This is an optimization exercise on Yosys and OpenROAD, whose aim is small area, a short achievable clock period and few clock cycles, not a production implementation. RTL that was checked went through simulation tests only; none was proved equivalent to the original. Power figures rest on the tool's default switching activity, not on a simulated workload.

==> flow/design.v (excerpt) <==
module lkg (
    input  wire        clk,
    input  wire        rst,           
    input  wire        cmd_valid,
    output wire        cmd_ready,
    input  wire [47:0] cmd_data,
    output wire        rsp_valid,
    input  wire        rsp_ready,
    output wire [1:0]  rsp_status,
    output wire [31:0] rsp_data
);
Size: about 890 cells after synthesis, ~100 flip-flops, ~88 I/O pins, ~0.0070 sq mm of cells after synthesis.
Settings: LEC_CHECK=0, CAP_MARGIN=0, CORE_MARGIN=2, CORE_UTILIZATION=55, SETUP_SLACK_MARGIN=5, SLEW_MARGIN=0; clock period 10.0 ns.
standard.sh (not shown) runs the stock make flow with config.mk's settings and CLKGATE_MAP_FILE= SYNTH_SCRIPT=/design/flow/synth_recipe.tcl, a recipe that flattens the netlist after the stock synthesis.
==> flow/flow/run.sh <==
#!/bin/bash
set -euo pipefail
here=$(pwd)
rm -rf "$here/scripts"
cp -r "$FLOW_HOME/scripts" "$here/scripts"
cp "$here/flow/abc_area.script" "$here/scripts/abc_speed.script"
bash standard.sh \
    "SCRIPTS_DIR=$here/scripts" \
    "BUFFER_PORTS_ARGS=-buffer_cell sky130_fd_sc_hd__buf_1" \
    SETUP_SLACK_MARGIN=5.5 \
    finish > standard.log 2>&1
==> flow/flow/abc_area.script <==
strash
balance; rewrite; refactor; balance; rewrite; rewrite -z; balance; refactor -z; rewrite -z; balance
balance -l; resub -K 6 -l; rewrite -l; resub -K 6 -N 2 -l; refactor -l; resub -K 8 -l; balance -l; resub -K 8 -N 2 -l; rewrite -l; resub -K 10 -l; rewrite -z -l; resub -K 10 -N 2 -l; balance -l; resub -K 12 -l; refactor -z -l; resub -K 12 -N 2 -l; rewrite -z -l; balance -l
&get -n
&st
&dch -f
&nf -a -R 1000
&put
topo
stime -c
The first run produced a clean layout.
Next try:
--- a/flow/flow/run.sh
+++ b/flow/flow/run.sh
@@ -9,3 +9,3 @@
     "BUFFER_PORTS_ARGS=-buffer_cell sky130_fd_sc_hd__buf_1" \
-    SETUP_SLACK_MARGIN=5.5 \
+    SETUP_SLACK_MARGIN=5.35 \
     finish > standard.log 2>&1
Settings changed: CORE_UTILIZATION 55 to 65, PLACE_DENSITY set to 0.8, TNS_END_PERCENT set to 0.
Outcome: Register-to-register slack is worse by 20 ps. Routed wire length drops by a few percent. Maximum frequency fell by a few percent. Worst setup slack got worse by 180 ps. Via count shrinks slightly. Count of clock-buffer cells in the layout is higher by 1.
Next try:
--- a/flow/flow/run.sh
+++ b/flow/flow/run.sh
@@ -9,3 +9,3 @@
     "BUFFER_PORTS_ARGS=-buffer_cell sky130_fd_sc_hd__buf_1" \
-    SETUP_SLACK_MARGIN=5.35 \
+    SETUP_SLACK_MARGIN=5.5 \
     finish > standard.log 2>&1
Settings changed: CORE_UTILIZATION 65 to 40, PLACE_DENSITY 0.8 to not set.
Outcome: The new run completed without violations; power rises by 6.9%; register-to-register slack gets better by 30 ps; via count went down by 5.7%; routed wire length is higher by 5.1%; area after synthesis is unchanged; cell count rose by 8.5%; non-clock buffer count increases by 7.
Next try:
Settings changed: CORE_UTILIZATION 40 to 65, PLACE_DENSITY set to 0.8.
Outcome: The changed run finished clean; setup slack is worse by 41 ps; count of clock-buffer cells in the layout decreases by 1; power is lower by 6.8%; synthesized area is unchanged; routed wire length drops by 4.2%; clock skew increases by 13 ps; clock power falls by 31%; first-iteration DRC count came out higher by 50%.
Next try:
Settings changed: CORE_UTILIZATION 65 to 40, PLACE_DENSITY 0.8 to not set, TNS_END_PERCENT 0 to not set.
Outcome:
- The new run finished with timing, DRC and antenna clean
- via count went down by 4.9%
- design area went up by 4.5%
- non-clock buffer count went up by 11
- worst hold slack is worse by 7.2 ps
- clock skew went down by 3.6 ps
- wire length went up by 5.4%
- worst setup slack is better by 130 ps
- fmax went up by 2.9%
- combinational power went up by about 2%
- clock-buffer cell count is unchanged
- synthesized cell count is unchanged
Function was not checked in any run of this note: the RTL went through the layout flow alone.

========
v11:
Another version of the RTL of lkg (not shown whole).
Size in the first run: roughly 900 cells after synthesis, ~88 I/O pins.
Settings: LEC_CHECK=0, CAP_MARGIN=0, CORE_MARGIN=2, CORE_UTILIZATION=40, SETUP_SLACK_MARGIN=5, SLEW_MARGIN=0; clock period 10.0 ns.
==> flow/flow/run.sh <==
#!/bin/bash
set -euo pipefail
here=$(pwd)
rm -rf "$here/scripts"
cp -r "$FLOW_HOME/scripts" "$here/scripts"
cp "$here/flow/abc_area.script" "$here/scripts/abc_speed.script"
bash standard.sh \
    "SCRIPTS_DIR=$here/scripts" \
    "BUFFER_PORTS_ARGS=-buffer_cell sky130_fd_sc_hd__buf_1" \
    SETUP_SLACK_MARGIN=5.6 \
    finish > standard.log 2>&1
Scripts as last shown in full above: flow/flow/abc_area.script
Testbench counts of v11, summed over its fixed seeds: cycles 22,836.
For v47, these inputs were changed with respect to v11:
-- flow/flow/run.sh --
<<< v11, line 10
    SETUP_SLACK_MARGIN=5.6 \
>>> v47, line 10
    SETUP_SLACK_MARGIN=5.7 \
--- outcome ---
v47 finished all stages; the layout is clean. The lower portion of the clock cycle consumed by the worst path in the final layout came out of v47. Compared to v11, v47 has routed length per instance about 2% higher. Worst slew margin relative to its limit on v47 is down relative to v11. | leakage power summed over all cells | v47 vs v11 | about 0.6% higher |. Of v47 and v11, it is v47 that has the higher setup slack. Final instance area (lower): v11. Looking at clock buffer count, v47 sits below v11.
#### Input delta (v30 over v47)
-- flow/flow/run.sh --
<<< v47, line 10
    SETUP_SLACK_MARGIN=5.7 \
>>> v30, line 10
    SETUP_SLACK_MARGIN=5.85 \
Results
From v47 to v30 the numbers moved as follows: worst setup slack for register-to-register paths climbed 0.05 ns, first-pass GRT wire length dropped about 2.3%, sequential share of layout area dropped 0.48 points, number of enable-type register cells in the synthesized netlist barely changed, power consumed by combinational cells barely changed.
Diff v30 and v47: met3 track demand over resource lower in v47
[compare] base=v47 new=v30: part of the cycle the worst path needs up 0.21 points; number of clock-tree buffers in the layout down 1.
Compared with v47, number of instances resized during post-cts repair in v30 increased by more than a quarter.

========
lkg, a different RTL version from the one above (not shown whole).
For scale: about 100 flip-flops.
clock: 10.0 ns
lec_check: 0
cap_margin: 20
core_margin: 2
core_utilization: 40
setup_slack_margin: 5
slew_margin: 20
run.sh (not shown) runs the stock make flow with config.mk's settings and CLKGATE_MAP_FILE= SYNTH_SCRIPT=/design/flow/synth_recipe.tcl, a recipe that flattens the netlist after the stock synthesis.
Stock flow here: none of the scripts above is used.
The starting point completed without violations.
Testbench counts at the start, summed over its fixed seeds: cycles 22,836.
Rerun with:
--- a/flow/config.mk
+++ b/flow/config.mk
@@ -11 +10,0 @@
-export SETUP_SLACK_MARGIN = 5
Effect:
- setup slack got worse by 0.82 ns
- clock skew is lower by 0.0043 ns
- total power is lower by about 0.9%
- die area does not change
- via count is lower by about 0.4%
- final area is lower by 1.5%
Rerun with:
--- a/flow/config.mk
+++ b/flow/config.mk
@@ -7,0 +8 @@
+export ABC_AREA = 1
@@ -10,0 +12 @@
+export SETUP_SLACK_MARGIN = 5
After rerunning: The new run completed without violations; worst hold slack improved by 0.0082 ns; final area increases by 18%; wire length increases by 18%; global-route usage decreases by 0.45 points; worst setup slack improved by 0.87 ns; total power decreases by 1.5%; synthesized cell count increases by 46%.

========
Another version of the RTL of lkg (not shown whole).
For scale: roughly 1000 cells after synthesis, roughly 110 flip-flops, about 88 I/O pins, roughly 8000 um^2 of cells after synthesis.
## lkg
module lkg (
    input  wire        clk,
    input  wire        rst,           
    input  wire        cmd_valid,
    output wire        cmd_ready,
    input  wire [47:0] cmd_data,
    output wire        rsp_valid,
    input  wire        rsp_ready,
    output wire [1:0]  rsp_status,
    output wire [31:0] rsp_data
);
    localparam [16:0] TAPS_A_REF = 17'h04001;
    localparam [24:0] TAPS_B_REF = 25'h0001019;
    reg         busy;           
    reg         rv;             
    reg         iw;             
    reg         r_next, r_emita, r_emitb, r_rdc;
    reg         r_rda, r_rdb, r_rtapa, r_rtapb, r_rdst;
    reg  [1:0]  st_q;           
    reg  [16:0] reg_a;
    reg  [24:0] reg_b;
    reg         cy;
    reg  [16:0] taps_a;
    reg  [24:0] taps_b;
    reg         av, bv, cv;
    reg  [1:0]  na;             
    reg  [2:0]  nb;             
    wire [7:0]  op = cmd_data[47:40];
    wire [39:0] o  = cmd_data[39:0];
    wire g_hi  = ~|o[39:25];
    wire g_24  = ~o[24];
    wire g_mid = ~|o[23:17];
    wire g_16  = ~o[16];
    wire g_lo  = ~|o[15:1];
    wire g_0   = ~o[0];
    wire z25 = g_hi;
    wire z24 = g_hi & g_24;
    wire z17 = g_hi & g_24 & g_mid;
    wire z16 = g_hi & g_24 & g_mid & g_16;
    wire z1  = g_hi & g_24 & g_mid & g_16 & g_lo;
    wire z40 = g_hi & g_24 & g_mid & g_16 & g_lo & g_0;
    wire h0 = (op[7:4] == 4'h0);
    wire h1 = (op[7:4] == 4'h1);
    wire h2 = (op[7:4] == 4'h2);
    wire h3 = (op[7:4] == 4'h3);
    wire l0 = (op[3:0] == 4'h0);
    wire l1 = (op[3:0] == 4'h1);
    wire l2 = (op[3:0] == 4'h2);
    wire l3 = (op[3:0] == 4'h3);
    wire l4 = (op[3:0] == 4'h4);
    wire l5 = (op[3:0] == 4'h5);
    wire lf = (op[3:0] == 4'hF);
    wire is_init  = h0 & l1;
    wire is_next  = h0 & l2;
    wire is_setc  = h0 & l3;
    wire is_rdc   = h0 & l4;
    wire is_seeda = h1 & l0;
    wire is_lda   = h1 & l1;
    wire is_rda   = h1 & l2;
    wire is_emita = h1 & l3;
    wire is_wtapa = h1 & l4;
    wire is_rtapa = h1 & l5;
  ...
Settings: LEC_CHECK=0, CAP_MARGIN=20, CORE_MARGIN=2, CORE_UTILIZATION=40, SETUP_SLACK_MARGIN=5, SLEW_MARGIN=20; clock period 10.0 ns.
The starting point completed with no timing, DRC or antenna violations.
Testbench counts at the start, summed over its fixed seeds: cycles 22,836.
Change:
==> flow/flow/run.sh (new file) <==
#!/bin/bash
set -euo pipefail
bash standard.sh \
    "BUFFER_PORTS_ARGS=-buffer_cell sky130_fd_sc_hd__buf_1" \
    SETUP_SLACK_MARGIN=5.5 \
    finish > standard.log 2>&1
==> flow/standard.sh (new file) <==
#!/bin/bash
# synth_recipe.tcl (not shown) runs the flow's synth.tcl, then flattens the netlist and writes it again
# the make line also repeats each setting of config.mk as NAME=value (left out here)
make -C /OpenROAD-flow-scripts/flow DESIGN_CONFIG=/design/flow/config.mk WORK_HOME=/design/flow/orfs CLKGATE_MAP_FILE= SYNTH_SCRIPT=/design/flow/synth_recipe.tcl "${@:-finish}"
- CTS_BUF_LIST: default -> sky130_fd_sc_hd__clkbuf_8
removed: flow/run.sh
Outcome: Die area does not change; setup slack is better by 0.19 ns; clock power drops by 30%; wire length climbs by 1.6%; via count climbs by 3.1%; critical path depth climbs by 1.
Change:
- CTS_BUF_LIST: sky130_fd_sc_hd__clkbuf_8 -> default
After rerunning: The new run went through all stages and came out clean; power is higher by 2.6%; first-iteration DRC count is higher by 7.8%; critical path depth is higher by 2; cell area barely changes; wire length is lower by 1.1%; clock skew is lower by 0.0047 ns; clock power is higher by 31%.

========
exp/raven:
Another version of the RTL of lkg (not shown whole).
For scale: roughly 890 cells after synthesis, ~100 flip-flops, roughly 88 I/O pins, roughly 7300 um2 of cells after synthesis.
export LEC_CHECK = 0
export CAP_MARGIN = 0
export CORE_MARGIN = 2
export CORE_UTILIZATION = 40
export SETUP_SLACK_MARGIN = 5
export SLEW_MARGIN = 0
export TNS_END_PERCENT = 0
create_clock -name core_clock -period 10.0 [get_ports {clk}]
standard.sh (not shown) runs the stock make flow with config.mk's settings and CLKGATE_MAP_FILE= SYNTH_SCRIPT=/design/flow/synth_recipe.tcl, a recipe that flattens the netlist after the stock synthesis.
==> flow/flow/run.sh <==
#!/bin/bash
set -euo pipefail
here=$(pwd)
rm -rf "$here/scripts"
cp -r "$FLOW_HOME/scripts" "$here/scripts"
cp "$here/flow/abc_area.script" "$here/scripts/abc_speed.script"
bash standard.sh \
    "SCRIPTS_DIR=$here/scripts" \
    "BUFFER_PORTS_ARGS=-buffer_cell sky130_fd_sc_hd__buf_1" \
    SETUP_SLACK_MARGIN=5.5 \
    finish > standard.log 2>&1
Scripts as last shown in full above: flow/flow/abc_area.script
Testbench counts of exp/raven, summed over its fixed seeds: cycles 22,836.
The following lists how exp/quartz was set up differently from exp/raven:
Settings: clearing TNS_END_PERCENT, which used to be 0.
diff --git a/flow/flow/run.sh b/flow/flow/run.sh
--- a/flow/flow/run.sh
+++ b/flow/flow/run.sh
@@ -10 +10 @@
-    SETUP_SLACK_MARGIN=5.5 \
+    SETUP_SLACK_MARGIN=5.7 \
[summary]
Of the two candidates, exp/raven has the better via count and exp/quartz the worse one.
exp/quartz | stages: all done | timing, DRC, antenna: all pass
Diff exp/raven -> exp/quartz: signed area change from the synthesized netlist to the final layout went up 5.5 points, first-pass GRT wire length rose by 2.6%, highest ir drop seen on vdd now sits higher, transition time at the pin with the least slew margin fell by 0.038 ns, number of global-route vias before repair now larger.
Re final worst-path setup slack: exp/quartz and exp/raven aren't equal, and the higher value belongs to exp/quartz.
Max met2 global-route usage across exp/quartz and exp/raven: exp/quartz
Here is what was changed in the inputs of exp/juniper compared with exp/quartz.
Settings: changing CORE_UTILIZATION from 40 to 65; setting PLACE_DENSITY to 0.8 for the first time.
diff --git a/flow/flow/run.sh b/flow/flow/run.sh
--- a/flow/flow/run.sh
+++ b/flow/flow/run.sh
@@ -10 +10 @@
-    SETUP_SLACK_MARGIN=5.7 \
+    SETUP_SLACK_MARGIN=5.5 \
[summary]
exp/juniper: done, clean on timing, DRC and antenna. Compared to exp/quartz, exp/juniper has starting density of the core 26 points higher. Compared with exp/quartz, exp/juniper shows weighted congestion reported at the end of routability-driven placement higher by 7.4%. Die size: exp/juniper is under exp/quartz. exp/quartz has a higher wire length of the first global-routing pass than exp/juniper. Die height of exp/juniper falls short of that of exp/quartz by more than 10%. Of exp/quartz and exp/juniper, the run reporting the higher area overhead of the layout relative to synthesis was exp/quartz. From exp/quartz to exp/juniper, number of top-level pins did not move at all. The total power in exp/juniper was lower than what exp/quartz gave. Met3 track demand over resource in global routing: exp/juniper vs exp/quartz up 5.6 points. Higher final worst slack among exp/quartz and exp/juniper: exp/juniper.
The inputs of exp/fjord differ from those of exp/juniper as listed below.
Settings: removing PLACE_DENSITY (formerly 0.8); changing CORE_UTILIZATION from 65 to 40.
==> comparison <==
- exp/juniper: PASS, flow complete, no timing, DRC or antenna violations
- exp/fjord reached the final stage; the timing, DRC and antenna checks on its layout passed.
- Looking only at buffering stage count on the worst path with inverters included, and setting everything else aside, the higher value of exp/juniper and exp/fjord goes to exp/fjord.
- Going from exp/juniper to exp/fjord, cell area after placement grows by 130 um2.
- Comparing worst slack at placement for exp/juniper and exp/fjord, the smaller number came from exp/fjord.
- Summary of exp/fjord over exp/juniper: worst slew margin relative to its limit has remained practically unchanged, count of multi-input combinational gates has remained practically unchanged.
- exp/fjord falls short of exp/juniper in setup slack after layout.

==> re-timing with driven ports <==
How much do the figures lean on ideal ports? The routed layouts below were timed once more, with nothing changed but the port constraints. Step 1 sets driving cells, clkbuf_16 on the clock port and buf_2 on the other inputs (assumed; they add their load-dependent delay and slew). Step 2 also shifts input and output timing later by t, the mid clock arrival at the registers, as if the neighbouring blocks saw the same clock. a / b / c = no drivers / after step 1 / after step 2; a / b = the first two.
run | t (ns) | setup WS [ns] | hold WS [ns] | clock arrival spread, ns | worst data-port slew with drivers (ns)
the first run of note 1 | 0.399 | 5.405 / 5.361 / 5.260 | 0.524 / 0.524 / 0.524 | 0.011 / 0.011 | 0.03
the second run of note 1 | 0.424 | 5.224 / 5.188 / 5.006 | 0.539 / 0.539 / 0.539 | 0.012 / 0.012 | 0.04
the third run of note 1 | 0.392 | 5.347 / 5.307 / 5.072 | 0.514 / 0.514 / 0.514 | 0.011 / 0.011 | 0.03
the fourth run of note 1 | 0.413 | 5.306 / 5.273 / 4.905 | 0.532 / 0.532 / 0.532 | 0.022 / 0.021 | 0.04
the fifth run of note 1 | 0.392 | 5.438 / 5.394 / 5.315 | 0.525 / 0.525 / 0.525 | 0.018 / 0.018 | 0.04
v11 | 0.401 | 5.636 / 5.605 / 5.408 | 0.505 / 0.505 / 0.505 | 0.006 / 0.007 | 0.04
v47 | 0.400 | 5.678 / 5.629 / 5.522 | 0.502 / 0.502 / 0.502 | 0.012 / 0.012 | 0.06
v30 | 0.401 | 5.657 / 5.612 / 5.606 | 0.500 / 0.500 / 0.500 | 0.011 / 0.012 | 0.06
the first run of note 3 | 0.404 | 5.089 / 5.081 / 4.713 | 0.503 / 0.503 / 0.503 | 0.016 / 0.016 | 0.04
the second run of note 3 | 0.406 | 4.265 / 4.291 / 3.885 | 0.512 / 0.512 / 0.512 | 0.012 / 0.012 | 0.04
the third run of note 3 | 0.403 | 5.137 / 5.094 / 4.904 | 0.520 / 0.520 / 0.520 | 0.011 / 0.011 | 0.06
the first run of note 4 | 0.408 | 5.154 / 5.135 / 4.770 | 0.489 / 0.489 / 0.489 | 0.014 / 0.013 | 0.04
the second run of note 4 | 0.428 | 5.340 / 5.298 / 5.303 | 0.502 / 0.502 / 0.502 | 0.017 / 0.017 | 0.04
the third run of note 4 | 0.397 | 5.431 / 5.386 / 5.309 | 0.498 / 0.498 / 0.498 | 0.013 / 0.013 | 0.04
exp/raven | 0.404 | 5.459 / 5.435 / 5.218 | 0.517 / 0.517 / 0.517 | 0.013 / 0.014 | 0.03
exp/quartz | 0.402 | 5.512 / 5.467 / 5.439 | 0.559 / 0.559 / 0.559 | 0.006 / 0.006 | 0.05
exp/juniper | 0.407 | 5.517 / 5.470 / 5.200 | 0.550 / 0.550 / 0.550 | 0.008 / 0.008 | 0.04
exp/fjord | 0.393 | 5.499 / 5.460 / 5.282 | 0.534 / 0.534 / 0.534 | 0.009 / 0.009 | 0.03
After both steps setup and hold are still met in every run listed. For the fourth run of note 1, which loses most, drivers alone change the setup slack by -0.033 ns; drivers and shift together by -0.401 ns.
